What follows belongs to an exercise in optimizing a design on an open flow for small area, a short achievable clock period and few clock cycles per item; a production flow would make more cautious choices.
RTL that was checked went through simulation tests only; none was proved equivalent to the original.
Power figures rest on the tool's default switching activity, not on a simulated workload.

Setup of maple:
==> module ubc_enc, before the edit <==
module ubc_enc (
    input  wire        clk,
    input  wire        rst,
    input  wire        start,
    input  wire        in_valid,
    input  wire        in_end,
    input  wire [7:0]  in_data,
    output wire        in_ready,
    output wire        out_valid,
    output wire [20:0] out_data,
    input  wire        out_ready,
    output wire [1:0]  phase,
    output wire [31:0] in_count,
    output wire [31:0] out_count
);
    localparam [1:0] IDLE = 2'd0, BUSY = 2'd1, DONE = 2'd2;
    reg [1:0]  ph;
    reg        ending;        
    reg [1:0]  wcnt;          
    reg        tail;          
    reg        run;           
    reg        rfirst;        
    reg        rpend;         
    reg [7:0]  w0, w1;
    reg        e1;            
    reg [11:0] rc;
    reg        ov;
    reg [15:0] od;
    reg        hv, he;        
    reg [7:0]  hd;
    reg        rdy;           
    reg [31:0] in_cnt, out_cnt;
    function [15:0] u8(input [7:0] b);
        u8 = {8'h04, b};
    endfunction
    function [15:0] u12(input [11:0] n);
        u12 = {8'h4E + {4'd0, n[11:8]}, n[7:0]};
    endfunction
    function [15:0] apack(input [7:0] a, input [7:0] b);
        apack = {8'h5E + {2'd0, a[6], b[6], a[5:2]}, a[1:0], b[5:0]};
    endfunction
    wire busy   = (ph == BUSY);
    wire oflow  = !ov || out_ready;                   
    wire take   = in_valid && in_ready;
    wire xv     = hv || take;                         
    wire xe     = hv ? he : in_end;
    wire [7:0] xd = hv ? hd : in_data;
    wire flush  = busy && ending && !hv && (wcnt != 2'd0 || rpend);
    wire go     = (xv || flush) && oflow;
    wire fend   = xe || flush;                        
    wire newtx  = start && !busy;
    assign in_ready  = rdy;
    assign out_valid = ov;
    assign out_data  = {5'd0, od};
    assign phase     = ph;
    assign in_count  = in_cnt;
    assign out_count = out_cnt;
    wire [7:0] prev = (run || wcnt == 2'd1) ? w0 : w1;
    wire eqp    = (xd == prev);
    wire asc    = !w0[7] && !w1[7];
    wire full   = !run && !tail && wcnt == 2'd2;      
    wire runon  = eqp && rc != 12'd4095;
    wire runst  = eqp && e1;
    reg [15:0] s;
    always @(*) begin
        if (run)
            s = rfirst ? u8(w0) : u12(rc);
        else if (rpend)
            s = u12(12'd3);
        else if (tail)
            s = u12({w0[3:0], w1});
        else if (wcnt == 2'd2 && asc)
            s = apack(w0, w1);
        else if (wcnt == 2'd2 && !fend)
            s = u12({w0, w1[7:4]});
        else
            s = u8(w0);
    end
    reg        emit, n_run, n_first, n_pend, n_tail;
    reg [1:0]  n_wcnt;
    always @(*) begin
        n_first = 1'b0;
        n_pend  = 1'b0;
        if (fend) begin
            emit    = run || rpend || tail || wcnt != 2'd0;
            n_run   = 1'b0;
            n_pend  = run && rfirst;
            n_tail  = 1'b0;
            n_wcnt  = rpend ? wcnt : ((full && !asc) ? 2'd1 : 2'd0);
        end else if (run) begin
            emit    = rfirst || !runon;
            n_run   = runon;
            n_pend  = rfirst && !runon;
            n_tail  = 1'b0;
            n_wcnt  = 2'd1;
        end else if (tail) begin
            emit    = 1'b1;
            n_run   = 1'b0;
            n_tail  = 1'b0;
            n_wcnt  = 2'd1;
        end else if (wcnt != 2'd2) begin
            emit    = rpend;
            n_run   = 1'b0;
            n_tail  = 1'b0;
            n_wcnt  = wcnt + 2'd1;
        end else begin
            emit    = !runst;
            n_run   = runst;
            n_first = 1'b1;
            n_tail  = !runst && !asc;
            n_wcnt  = runst ? 2'd0 : (asc ? 2'd1 : 2'd2);
        end
    end
    wire       ov_n     = (ov && !out_ready) || (go && emit);
    wire       hv_n     = take ? !oflow : (hv && !oflow);
    wire       ending_n = ending || (take && in_end);
    wire       e_emit   = run || rpend || tail || wcnt != 2'd0;
    wire       fin_n    = go ? (fend && !e_emit)
                             : (ending && !hv && wcnt == 2'd0 && !rpend && !(ov && !out_ready));
    always @(posedge clk) begin
        if (rst) begin
            ph  <= IDLE;
            ov  <= 1'b0;
            hv  <= 1'b0;
            rdy <= 1'b0;
        end else if (newtx) begin
            rdy    <= 1'b1;
            ph     <= BUSY;
            ending <= 1'b0;
            wcnt   <= 2'd0;
            tail   <= 1'b0;
            run    <= 1'b0;
            rpend  <= 1'b0;
            hv     <= 1'b0;
            ov     <= 1'b0;
        end else begin
            ov     <= ov_n;
            hv     <= hv_n;
            ending <= ending_n;
            rdy    <= busy && !ending_n && !hv_n;
            if (busy && fin_n)
                ph <= DONE;
            if (go) begin
                run    <= n_run;
                rfirst <= n_first;
                rpend  <= n_pend;
                tail <= n_tail;
                wcnt <= n_wcnt;
            end
        end
    end
    always @(posedge clk) begin
        if (!hv) begin
            he <= in_end;
            hd <= in_data;
        end
        if (go) begin
            od <= s;
            w1 <= xd;
            e1 <= eqp;
            if (wcnt != 2'd1 || run || tail)
                w0 <= (full && !asc) ? w1 : xd;
            rc <= run ? rc + 12'd1 : 12'd3;
        end
    end
    reg inc_o, inc_i;
    always @(posedge clk) begin
        inc_o   <= go && emit && !newtx;
        inc_i   <= take && !in_end;
        in_cnt  <= newtx ? 32'd0 : in_cnt + {31'd0, inc_i};
        out_cnt <= newtx ? 32'd0 : out_cnt + {31'd0, inc_o};
    end
endmodule
clock: 6.0 ns
lec_check: 0
abc_clock_period_in_ps: 2500
cap_margin: 20
core_margin: 2
core_utilization: 40
cts_buf_list: sky130_fd_sc_hd__clkbuf_8
cts_cluster_diameter: 50
cts_cluster_size: 16
setup_slack_margin: 3.4
slew_margin: 20
standard.sh (not shown) runs the stock make flow with config.mk's settings and CLKGATE_MAP_FILE= SYNTH_SCRIPT=/design/flow/synth_recipe.tcl, a recipe that flattens the netlist after the stock synthesis.
==> flow/flow/run.sh <==
#!/bin/bash
# Standard layout, with plain buf_1 cells as the port buffers.
set -euo pipefail
export BUFFER_PORTS_ARGS="-buffer_cell sky130_fd_sc_hd__buf_1"
bash standard.sh > standard_flow.log 2>&1
Testbench counts of maple, summed over its fixed seeds: cycles 35,192, items 65,871.
Relative to maple, the following input files were edited for pine:
diff --git a/flow/design.v b/flow/design.v
--- a/flow/design.v
+++ b/flow/design.v
@@ -19,18 +19,18 @@
     reg [1:0]  wcnt;          
     reg        tail;          
     reg        run;           
     reg        rfirst;        
     reg        rpend;         
     reg [7:0]  w0, w1;
-    reg        e1;            
     reg [11:0] rc;
     reg        ov;
     reg [15:0] od;
     reg        hv, he;        
     reg [7:0]  hd;
+    reg        heq0, heq1;    
     reg        rdy;           
     reg [31:0] in_cnt, out_cnt;
     function [15:0] u8(input [7:0] b);
         u8 = {8'h04, b};
     endfunction
     function [15:0] u12(input [11:0] n);
@@ -52,18 +52,18 @@
     assign in_ready  = rdy;
     assign out_valid = ov;
     assign out_data  = {5'd0, od};
     assign phase     = ph;
     assign in_count  = in_cnt;
     assign out_count = out_cnt;
-    wire [7:0] prev = (run || wcnt == 2'd1) ? w0 : w1;
-    wire eqp    = (xd == prev);
+    wire eq0    = hv ? heq0 : (in_data == w0);
+    wire eq1    = hv ? heq1 : (in_data == w1);
     wire asc    = !w0[7] && !w1[7];
     wire full   = !run && !tail && wcnt == 2'd2;      
-    wire runon  = eqp && rc != 12'd4095;
-    wire runst  = eqp && e1;
+    wire runon  = eq0 && rc != 12'd4095;
+    wire runst  = eq1 && w0 == w1;
     reg [15:0] s;
     always @(*) begin
         if (run)
             s = rfirst ? u8(w0) : u12(rc);
         else if (rpend)
             s = u12(12'd3);
@@ -148,19 +148,20 @@
                 wcnt <= n_wcnt;
             end
         end
     end
     always @(posedge clk) begin
         if (!hv) begin
-            he <= in_end;
-            hd <= in_data;
+            he   <= in_end;
+            hd   <= in_data;
+            heq0 <= (in_data == w0);
+            heq1 <= (in_data == w1);
         end
         if (go) begin
             od <= s;
             w1 <= xd;
-            e1 <= eqp;
             if (wcnt != 2'd1 || run || tail)
                 w0 <= (full && !asc) ? w1 : xd;
             rc <= run ? rc + 12'd1 : 12'd3;
         end
     end
     reg inc_o, inc_i;
--- outcome ---
Fraction of final layout cells with drive strength greater than 1 (lower): maple
The higher global-route usage of maple and pine is in pine.
pine ended with every stage complete and zero timing, DRC or antenna violations.
Across both runs, placer congestion estimate was higher for pine than for maple.
For the synthesized cell count, pine came in 14 lower than maple did.
The data required time at the worst endpoint of pine exceeds that of maple by 140 ps.
Changes observed in pine relative to maple: maximum net fanout on the critical path decreased by 5 relative to the old numbers; number of iterations in the first detailed-routing pass decreased by 2 relative to the old numbers; vias after detailed routing decreased by 93 relative to the old numbers.
On final cell count, maple and pine are basically level.
Re proportion of power drawn by the clock network: pine is 3.0 points down on maple.
Final cycle utilization of the critical path | pine above maple
Testbench counts of pine, summed over its fixed seeds: cycles 35,192, items 65,871.


ubc_codec, a different RTL version from the one above (not shown whole).
Size in the first run: ~1,400 cells after synthesis.
// ubc_codec
module ubc_codec (
    input  wire        clk,
    input  wire        rst,
    input  wire        enc_start,
    input  wire        enc_in_valid,
    input  wire        enc_in_end,
    input  wire [7:0]  enc_in_data,
    output wire        enc_in_ready,
    output wire        enc_out_valid,
    output wire [20:0] enc_out_data,
    input  wire        enc_out_ready,
    output wire [1:0]  enc_phase,
    output wire [31:0] enc_in_count,
    output wire [31:0] enc_out_count,
    input  wire        dec_start,
    input  wire        dec_mode,
    input  wire        dec_in_valid,
    input  wire        dec_in_end,
    input  wire [20:0] dec_in_data,
    output wire        dec_in_ready,
    output wire        dec_out_valid,
    output wire [7:0]  dec_out_data,
    input  wire        dec_out_ready,
    output wire [1:0]  dec_phase,
    output wire [31:0] dec_idx,
    output wire [31:0] dec_out_count,
    output wire [1:0]  dec_err_kind,
    output wire [31:0] dec_err_idx,
    output wire [6:0]  dec_err_sel
);
clock: 6.0 ns
lec_check: 0
abc_clock_period_in_ps: 2500
cap_margin: 20
core_margin: 2
core_utilization: 40
cts_buf_list: sky130_fd_sc_hd__clkbuf_8
cts_cluster_diameter: 50
cts_cluster_size: 16
setup_slack_margin: 3.4
slew_margin: 20
Scripts as last shown in full above: flow/flow/run.sh
Testbench counts at the start, summed over its fixed seeds: cycles 35,192, items 65,871.
Next try:
--- a/flow/design.v
+++ b/flow/design.v
@@ -154,22 +154,19 @@
             he   <= in_end;
             hd   <= in_data;
             heq0 <= (in_data == w0);
             heq1 <= (in_data == w1);
         end
         if (go) begin
             od <= s;
             w1 <= xd;
-            if (full && !asc)
-                w0 <= w1;
-            else if (!fend && (wcnt != 2'd1 || run || tail))
-                w0 <= xd;
-            if (!fend)
-                rc <= run ? rc + 12'd1 : 12'd3;
+            if (wcnt != 2'd1 || run || tail)
+                w0 <= (full && !asc) ? w1 : xd;
+            rc <= run ? rc + 12'd1 : 12'd3;
         end
     end
     reg inc_o, inc_i;
     always @(posedge clk) begin
         inc_o   <= go && emit && !newtx;
         inc_i   <= take && !in_end;
         in_cnt  <= newtx ? 32'd0 : in_cnt + {31'd0, inc_i};
         out_cnt <= newtx ? 32'd0 : out_cnt + {31'd0, inc_o};
@@ -246,48 +243,39 @@
     assign out_count = {ohi, ol1, ol0};
     assign err_kind  = kind;
     assign err_idx   = pidx;
     assign err_sel   = {kind[0], c1, 1'b0, pc};
     wire pair_t3 = pc == C_U12 && fc == C_U12;
     wire pair_rn = pc == C_U8 && fc == C_U12;
     wire pair_p2 = pc == C_U8 && fc == C_U8;
     wire pair_ok = pair_t3 || pair_rn || pair_p2;
-    wire tok     = dat && (pv ? pair_ok : fc == C_A) || lone && pc == C_U8;
-    reg [1:0] st_n;
-    reg       em_n;
-    always @(*) begin
-        st_n = st;
-        em_n = em && !(xfer && plast);
-        if (newtx) begin
-            st_n = BUSY;
-            em_n = 1'b0;
-        end else if (st == IDLE || st == DONE) begin
-        end else begin
-            if (tok)
-                em_n = !cmode && !(dat && pair_rn && fp[11:0] == 12'd0);
-            if (dat && pv && !pair_ok)
-                st_n = DRAIN;
-            if (ending && !fv && !em && !addp && !oc0 && !oc1)
-                st_n = DONE;
-        end
-    end
-    wire ending_n = newtx ? 1'b0 : (ending || (take && in_end));
-    wire fv_n     = newtx ? 1'b0 : (take || (fv && !pgo));
+    wire f_dat = act && !fe && !flb;
+    wire f_tok = f_dat && (pv ? pair_ok : fc == C_A) || act && fe && pv && pc == C_U8;
+    wire f_em  = !cmode && f_tok && !(f_dat && pair_rn && fp[11:0] == 12'd0);
+    wire f_err = f_dat && pv && !pair_ok;
+    wire tok   = pgo && f_tok;
+    wire fin   = ending && !fv && !em && !addp && !oc0 && !oc1;
+    wire       busy_n   = newtx || ((st == BUSY || st == DRAIN) && !fin);
+    wire [1:0] st_n     = newtx ? BUSY : ((st == BUSY || st == DRAIN) ?
+                          (fin ? DONE : ((pgo && f_err) ? DRAIN : st)) : st);
+    wire       em_n     = !newtx && (pgo ? f_em : (em && !(out_ready && plast)));
+    wire       ending_n = newtx ? 1'b0 : (ending || (take && in_end));
+    wire       fv_n     = newtx ? 1'b0 : (take || (fv && !pgo));
     always @(posedge clk) begin
         if (rst) begin
             st  <= IDLE;
             em  <= 1'b0;
             rdy <= 1'b0;
             fv  <= 1'b0;
         end else begin
             st  <= st_n;
             em  <= em_n;
             fv  <= fv_n;
-            rdy <= (st_n == BUSY || st_n == DRAIN) && !ending_n && (!fv_n || !em_n);
+            rdy <= busy_n && !ending_n && (!fv_n || !em_n);
         end
     end
     always @(posedge clk) begin
         if (!fv || pgo) begin
             fe  <= in_end;
             flb <= isLB;
             fc  <= cin;
             fp <= pin;
Register-to-register slack loses 0.05 ns.
Sequential power is about the same.
Worst setup slack is worse by 0.088 ns.
Cell count stays the same.
Flip-flop and latch count stays the same.
Cell area increases by 1.6%.
Utilization grows by 0.64 points.
Only the layout flow was run in the second run of this note; the RTL was not checked for function there.

[separate check: timing with driven ports]
The results above use ideal ports. As a check the final layouts listed here were re-extracted and re-timed, cells and wires unchanged.
Step 1 assumes that a clkbuf_16 drives the clock port and a buf_2 every other input.
Step 2, shift: input delay + t, output delay - t, t = (earliest + latest rising clock arrival at the registers) / 2. This alone moves slack from input paths to output paths.
Three values: ideal, step 1, step 2; two values: the first two.
| run | t, ns | slack for setup (ns) | worst slew at a driven data input, ns |
|---|---|---|---|
| maple | 0.578 | 3.574 / 3.538 / 3.016 | 0.08 |
| pine | 0.579 | 3.552 / 3.514 / 2.995 | 0.06 |
| the first run of note 2 | 0.583 | 3.540 / 3.480 / 2.897 | 0.10 |
| the second run of note 2 | 0.605 | 3.452 / 3.476 / 2.872 | 0.05 |
After both steps setup and hold are still met in every run listed. The setup slack of the first run of note 2, which loses most, moves by -0.060 ns with the drivers and by -0.643 ns with both steps.
